From an optimization exercise on the open Yosys and OpenROAD flow, aimed at small area, a short achievable clock period and few clock cycles per item; shortcuts taken in it are not production practice.
RTL that was checked went through simulation tests only; none was proved equivalent to the original.
Power figures rest on the tool's default switching activity, not on a simulated workload.

## phase_accumulator
module phase_accumulator #(
    parameter integer CONV_KP = 2,    
    parameter integer CONV_KF = 6     
) (
    input  wire        clk,
    input  wire        rst,           
    input  wire        tick_valid,
    output wire        tick_ready,
    input  wire        cmd_valid,
    output wire        cmd_ready,
    input  wire [7:0]  cmd_op,
    input  wire [31:0] cmd_arg,
    output reg         rsp_valid,
    output reg         rsp_err,
    output reg  [31:0] rsp_data
);
Size: about 3300 cells after synthesis, roughly 80 I/O pins, ~25000 sq um of cells after synthesis.
export LEC_CHECK = 0
export CAP_MARGIN = 20
export CORE_MARGIN = 2
export CORE_UTILIZATION = 30
export PLACE_DENSITY = 0.5
export SETUP_SLACK_MARGIN = 5
export SLEW_MARGIN = 20
export SYNTH_MEMORY_MAX_BITS = 32768
create_clock -name core_clock -period 12.0 [get_ports {clk}]
standard.sh (not shown) runs the stock make flow with config.mk's settings and CLKGATE_MAP_FILE= SYNTH_SCRIPT=/design/flow/synth_recipe.tcl, a recipe that flattens the netlist after the stock synthesis.
==> flow/flow/run.sh <==
#!/bin/bash
set -euo pipefail
bash standard.sh SETUP_SLACK_MARGIN=7 finish > standard_flow.log 2>&1
The starting point finished with timing, DRC and antenna clean.
Next try:
==> flow/run.sh (new file) <==
#!/bin/bash
# synth_recipe.tcl (not shown) runs the flow's synth.tcl, then flattens the netlist and writes it again
# the make line also repeats each setting of config.mk as NAME=value (left out here)
make -C /OpenROAD-flow-scripts/flow DESIGN_CONFIG=/design/flow/config.mk WORK_HOME=/design/flow/orfs CLKGATE_MAP_FILE= SYNTH_SCRIPT=/design/flow/synth_recipe.tcl finish
removed: flow/flow/run.sh
removed: flow/standard.sh
What happened:
- count of clock-buffer cells in the layout goes down by 4
- global-route usage goes down by 0.70 points
- die area does not change
- setup slack gets worse by 710 ps
- power goes down by a little under a tenth
- via count goes down by a few percent
- flip-flop and latch count stays the same
- combinational power goes down by a few percent
- cell area goes down by a little under a tenth
- routed wire length goes down by a few percent
- sequential power is about the same
No functional check of the RTL was part of any run of this note.


Another version of the RTL of phase_accumulator (not shown whole).
Size in the first run: ~220 flip-flops, ~0.022 mm² of cells after synthesis.
export LEC_CHECK = 0
export CAP_MARGIN = 20
export CORE_MARGIN = 2
export CORE_UTILIZATION = 50
export PLACE_DENSITY = 0.65
export SETUP_SLACK_MARGIN = 5
export SLEW_MARGIN = 20
export SYNTH_MEMORY_MAX_BITS = 32768
create_clock -name core_clock -period 12.0 [get_ports {clk}]
==> flow/flow/run.sh <==
#!/bin/bash
set -euo pipefail
bash standard.sh SETUP_SLACK_MARGIN=7 finish > standard_flow.log 2>&1
The baseline passed the timing, design-rule and antenna checks.
Testbench counts at the start, summed over its fixed seeds: cycles 35,587, cmds 24,000.
==> next run, changes <==
CORE_UTILIZATION = 30   (was 50)
PLACE_DENSITY = 0.5   (was 0.65)
What happened:
- non-clock buffer count is lower by 67
- via count goes down by about 7%
- power came out lower by 4.3%
- combinational power shrinks by about 10%
- sequential cell count stays the same
- clock power is about the same
- synthesized area does not change
- worst setup slack is better by 220 ps
- count of clock-buffer cells in the layout fell by 1
- clock skew climbs by 9.3 ps
- design area is lower by about 2.2%
==> next run, changes <==
==> flow/flow/run.sh (replaced) <==
#!/bin/bash
set -euo pipefail
bash standard.sh SETUP_SLACK_MARGIN=6 finish > standard_flow.log 2>&1
After rerunning: Fmax fell by 7.7%; clock-buffer cell count is higher by 7; die area stays the same; non-clock buffer count fell by 54.


Another version of the RTL of phase_accumulator (not shown whole).
For scale: about 3100 cells after synthesis, about 210 flip-flops, ~80 I/O pins, roughly 24000 um^2 of cells after synthesis.
export LEC_CHECK = 0
export CAP_MARGIN = 20
export CORE_MARGIN = 2
export CORE_UTILIZATION = 30
export PLACE_DENSITY = 0.5
export SETUP_SLACK_MARGIN = 5
export SLEW_MARGIN = 20
export SYNTH_MEMORY_MAX_BITS = 32768
create_clock -name core_clock -period 12.0 [get_ports {clk}]
run.sh (not shown) runs the stock make flow with config.mk's settings and CLKGATE_MAP_FILE= SYNTH_SCRIPT=/design/flow/synth_recipe.tcl, a recipe that flattens the netlist after the stock synthesis.
Stock flow here: none of the scripts above is used.
Testbench counts at the start, summed over its fixed seeds: cycles 35,512, cmds 24,000.
Then changed:
==> flow/flow/run.sh (new file) <==
#!/bin/bash
set -euo pipefail
bash standard.sh SETUP_SLACK_MARGIN=6 finish > standard_flow.log 2>&1
==> flow/standard.sh (new file) <==
#!/bin/bash
# synth_recipe.tcl (not shown) runs the flow's synth.tcl, then flattens the netlist and writes it again
# the make line also repeats each setting of config.mk as NAME=value (left out here)
make -C /OpenROAD-flow-scripts/flow DESIGN_CONFIG=/design/flow/config.mk WORK_HOME=/design/flow/orfs CLKGATE_MAP_FILE= SYNTH_SCRIPT=/design/flow/synth_recipe.tcl "${@:-finish}"
removed: flow/run.sh
After rerunning: Design area goes up slightly. Routed wire length goes up slightly. Sequential cell count does not change. Clock-buffer cell count increases by 1. Total power went up slightly. Die area does not change. Register-to-register slack is better by 620 ps. Worst setup slack gains 620 ps. Utilization rises by 0.54 points. Non-clock buffer count climbs by 28. Fmax grows by roughly a tenth.
Then changed:
==> flow/flow/run.sh (replaced) <==
#!/bin/bash
set -euo pipefail
bash standard.sh SETUP_SLACK_MARGIN=7 finish > standard_flow.log 2>&1
=> The new run completed without violations; critical path depth drops by 1; total power falls by 1.7%; final area went up by about 6%; cell count rises by about 2.4%; non-clock buffer count is higher by 101; maximum frequency rose by 6.1%; hold slack gets worse by 12 ps; setup slack gets better by 330 ps; clock-buffer cell count came out lower by 7; global-route usage rose by 0.40 points; sequential cell count stays the same.
Then changed:
==> flow/flow/run.sh (replaced) <==
#!/bin/bash
set -euo pipefail
bash standard.sh SETUP_SLACK_MARGIN=8 finish > standard_flow.log 2>&1
- The new run completed without violations
- area after synthesis does not change
- worst setup slack degrades by 130 ps
- routed wire length came out higher by a few percent
- clock skew is about the same
- non-clock buffer count increases by 141


phase_accumulator, a different RTL version from the one above (not shown whole).
Size: roughly 2800 cells after synthesis, roughly 210 flip-flops, about 0.022 mm2 of cells after synthesis.
Settings: LEC_CHECK=0, CAP_MARGIN=20, CORE_MARGIN=2, CORE_UTILIZATION=30, PLACE_DENSITY=0.5, SLEW_MARGIN=20, SYNTH_MEMORY_MAX_BITS=32768; clock period 12.0 ns.
Stock flow here: none of the scripts above is used.
The baseline produced a clean layout.
Rerun with:
==> flow/flow/run.sh (new file) <==
#!/bin/bash
set -euo pipefail
bash standard.sh SETUP_SLACK_MARGIN=8 finish > standard_flow.log 2>&1
==> flow/standard.sh (new file) <==
#!/bin/bash
# synth_recipe.tcl (not shown) runs the flow's synth.tcl, then flattens the netlist and writes it again
# the make line also repeats each setting of config.mk as NAME=value (left out here)
make -C /OpenROAD-flow-scripts/flow DESIGN_CONFIG=/design/flow/config.mk WORK_HOME=/design/flow/orfs CLKGATE_MAP_FILE= SYNTH_SCRIPT=/design/flow/synth_recipe.tcl "${@:-finish}"
removed: flow/run.sh
Sequential share of layout area falls by 3.1 points.
Sequential power stays flat.
Routed wire length increases by 10%.
Global-route usage climbs by 1.6 points.
Rerun with:
==> flow/flow/run.sh (replaced) <==
#!/bin/bash
set -euo pipefail
bash standard.sh SETUP_SLACK_MARGIN=7 finish > standard_flow.log 2>&1
After rerunning: Count of clock-buffer cells in the layout climbs by 9. Final area came out lower by 12%. Sequential power hardly moves. Non-clock buffer count goes down by 174. Utilization went down by 4.8 points.
Function was not checked in any run of this note: the RTL went through the layout flow alone.


## before
phase_accumulator, a different RTL version from the one above (not shown whole).
Size in the first run: about 3100 cells after synthesis, ~80 I/O pins.
Settings: LEC_CHECK=0, CAP_MARGIN=20, CORE_MARGIN=2, CORE_UTILIZATION=30, CTS_BUF_LIST=sky130_fd_sc_hd__clkbuf_8, PLACE_DENSITY=0.5, SETUP_SLACK_MARGIN=5, SLEW_MARGIN=20, SYNTH_MEMORY_MAX_BITS=32768; clock period 12.0 ns.
standard.sh (not shown) runs the stock make flow with config.mk's settings and CLKGATE_MAP_FILE= SYNTH_SCRIPT=/design/flow/synth_recipe.tcl, a recipe that flattens the netlist after the stock synthesis.
==> flow/flow/run.sh <==
#!/bin/bash
set -euo pipefail
bash standard.sh 'BUFFER_PORTS_ARGS=-buffer_cell sky130_fd_sc_hd__buf_2' SETUP_SLACK_MARGIN=7.5 finish > standard_flow.log 2>&1
Testbench counts of before, summed over its fixed seeds: cycles 30,469, cmds 24,000.
#### Input delta (after over before)
==> flow/flow/run.sh <==
#!/bin/bash
set -euo pipefail
bash standard.sh 'BUFFER_PORTS_ARGS=-buffer_cell sky130_fd_sc_hd__buf_2' SETUP_SLACK_MARGIN=7 finish > standard_flow.log 2>&1
### Flow results
after vs before on core utilization: after is the lower one.
Against before, after reports a time the worst path needs with I/O delays and setup that is lower.
after went all the way through synthesis, placement and routing and the layout is clean on timing, DRC and antenna.
From after to before, clock sink count did not move at all.


## juniper
phase_accumulator, a different RTL version from the one above (not shown whole).
Size: about 3,100 cells after synthesis, roughly 210 flip-flops, about 80 I/O pins.
export LEC_CHECK = 0
export CAP_MARGIN = 20
export CORE_MARGIN = 2
export CORE_UTILIZATION = 30
export PLACE_DENSITY = 0.5
export SETUP_SLACK_MARGIN = 5
export SLEW_MARGIN = 20
export SYNTH_MEMORY_MAX_BITS = 32768
create_clock -name core_clock -period 12.0 [get_ports {clk}]
==> flow/flow/run.sh <==
#!/bin/bash
set -euo pipefail
bash standard.sh 'BUFFER_PORTS_ARGS=-buffer_cell sky130_fd_sc_hd__buf_2' SETUP_SLACK_MARGIN=7 finish > standard_flow.log 2>&1
Testbench counts of juniper, summed over its fixed seeds: cycles 35,512, cmds 24,000.
Edits applied to the flow inputs when going from juniper to tundra:
==> flow/flow/run.sh <==
#!/bin/bash
set -euo pipefail
bash standard.sh 'BUFFER_PORTS_ARGS=-buffer_cell sky130_fd_sc_hd__buf_4' SETUP_SLACK_MARGIN=7 finish > standard_flow.log 2>&1
Notes after the runs:
tundra finished end to end and its layout was clean on timing, DRC and antenna.
tundra vs juniper: non-clock buffer count up in tundra
Summary of the comparison: fraction of power consumed by combinational cells is higher in tundra, relative to juniper.
Against juniper as the reference, tundra delivers a lower worst-case clock skew.
Final critical delay including setup and external delays in tundra is 0.033 ns lower than in juniper
On worst hold slack, the lower figure sits with juniper, not tundra.
In tundra the number of non-filler instances in the completed layout turned out about 0.4% higher than in juniper.
Input-level comparison between ember and tundra:
==> flow/flow/run.sh <==
#!/bin/bash
set -euo pipefail
bash standard.sh SETUP_SLACK_MARGIN=6 finish > standard_flow.log 2>&1
| via count | higher: tundra |
The delay of the slowest critical-path stage was comparable across tundra and ember.
Post-route total power: ember vs tundra down 120 uW
In the tables for tundra and ember, post-layout minimum cycle time reads higher with ember.
Worst slack at placement in ember vs tundra: down 0.32 ns
In ember, the sequential power share came out 0.9 points above the value in tundra.
Against tundra, ember reports a critical path depth that is lower.
The total global routing track utilization in ember sits 0.59 points below the value recorded for tundra.
Input-level comparison between umber and ember:
==> flow/flow/run.sh <==
#!/bin/bash
set -euo pipefail
bash standard.sh SETUP_SLACK_MARGIN=7 finish > standard_flow.log 2>&1
==> run summary <==
- umber: PASS, flow complete, no timing, DRC or antenna violations
- Between umber and ember, the multi-input logic cell count figures differ only marginally.
- Between ember and umber, setup slack is lower for ember, umber comes in above that.
- Relative to ember, the hold slack of umber is higher by 0.0084 ns.
- Cell area | umber vs ember | umber larger
- umber ends up with a number of buffers created by CTS that is 1 lower than in ember.
- Measured against each other, ember and umber differ in clock share of power, the lower figure coming from umber.
- Of ember and umber, the lower required time of the critical path belongs to ember.
- NOTE wire length ember->umber increased by a few percent

## separate check: timing with driven ports
Ports are ideal in the flow. The routed layouts listed here were re-timed in OpenROAD. Step 1, drivers: a clkbuf_16 drives clk and a buf_2 each remaining input, both assumed. Step 2 moves the port delays by t, midway between the first and last clock arrival at a register: inputs arrive t later, outputs are due t later. That takes back most of the time a late clock gives input paths. Three values: ideal, step 1, step 2; two values: the first two.
| run | shift t [ns] | slack for setup (ns) | worst setup path at the end | worst register clock-pin slew, ns | worst slew at a driven data input, ns |
|---|---|---|---|---|---|
| the first run of note 1 | 0.624 | 6.645 / 6.645 / 6.645 | register to register | 0.07 / 0.07 | 0.05 |
| the second run of note 1 | 0.673 | 5.932 / 5.932 / 5.932 | register to register | 0.07 / 0.07 | 0.05 |
| the first run of note 2 | 0.619 | 6.522 / 6.522 / 6.480 | input to register | 0.07 / 0.07 | 0.04 |
| the second run of note 2 | 0.615 | 6.737 / 6.737 / 6.469 | input to register | 0.07 / 0.07 | 0.06 |
| the third run of note 2 | 0.635 | 6.300 / 6.300 / 5.921 | input to register | 0.07 / 0.07 | 0.09 |
| the first run of note 3 | 0.657 | 5.633 / 5.633 / 5.633 | register to register | 0.07 / 0.07 | 0.05 |
| the second run of note 3 | 0.657 | 6.255 / 6.255 / 5.698 | input to register | 0.07 / 0.07 | 0.05 |
| the third run of note 3 | 0.654 | 6.586 / 6.586 / 6.492 | input to register | 0.07 / 0.07 | 0.04 |
| the fourth run of note 3 | 0.655 | 6.453 / 6.453 / 6.453 | register to register | 0.07 / 0.07 | 0.06 |
| the first run of note 4 | 0.639 | 4.935 / 4.935 / 4.935 | register to register | 0.07 / 0.07 | 0.06 |
| the second run of note 4 | 0.642 | 6.275 / 6.275 / 6.275 | register to register | 0.07 / 0.07 | 0.06 |
| the third run of note 4 | 0.621 | 5.889 / 5.889 / 5.889 | register to register | 0.07 / 0.07 | 0.09 |
| before | 0.709 | 7.103 / 7.103 / 7.103 | register to register | 0.07 / 0.07 | 0.06 |
| after | 0.702 | 7.186 / 7.186 / 7.186 | register to register | 0.07 / 0.07 | 0.06 |
| juniper | 0.666 | 6.732 / 6.732 / 6.697 | input to register | 0.07 / 0.07 | 0.07 |
| tundra | 0.651 | 6.764 / 6.764 / 6.602 | input to register | 0.07 / 0.07 | 0.07 |
| ember | 0.666 | 6.320 / 6.320 / 5.936 | input to register | 0.07 / 0.07 | 0.06 |
| umber | 0.659 | 6.791 / 6.791 / 6.648 | input to register | 0.07 / 0.07 | 0.06 |
After both steps setup and hold are still met in every run listed. For the second run of note 3, which loses most, drivers alone change the setup slack by 0.000 ns; drivers and shift together by -0.557 ns.
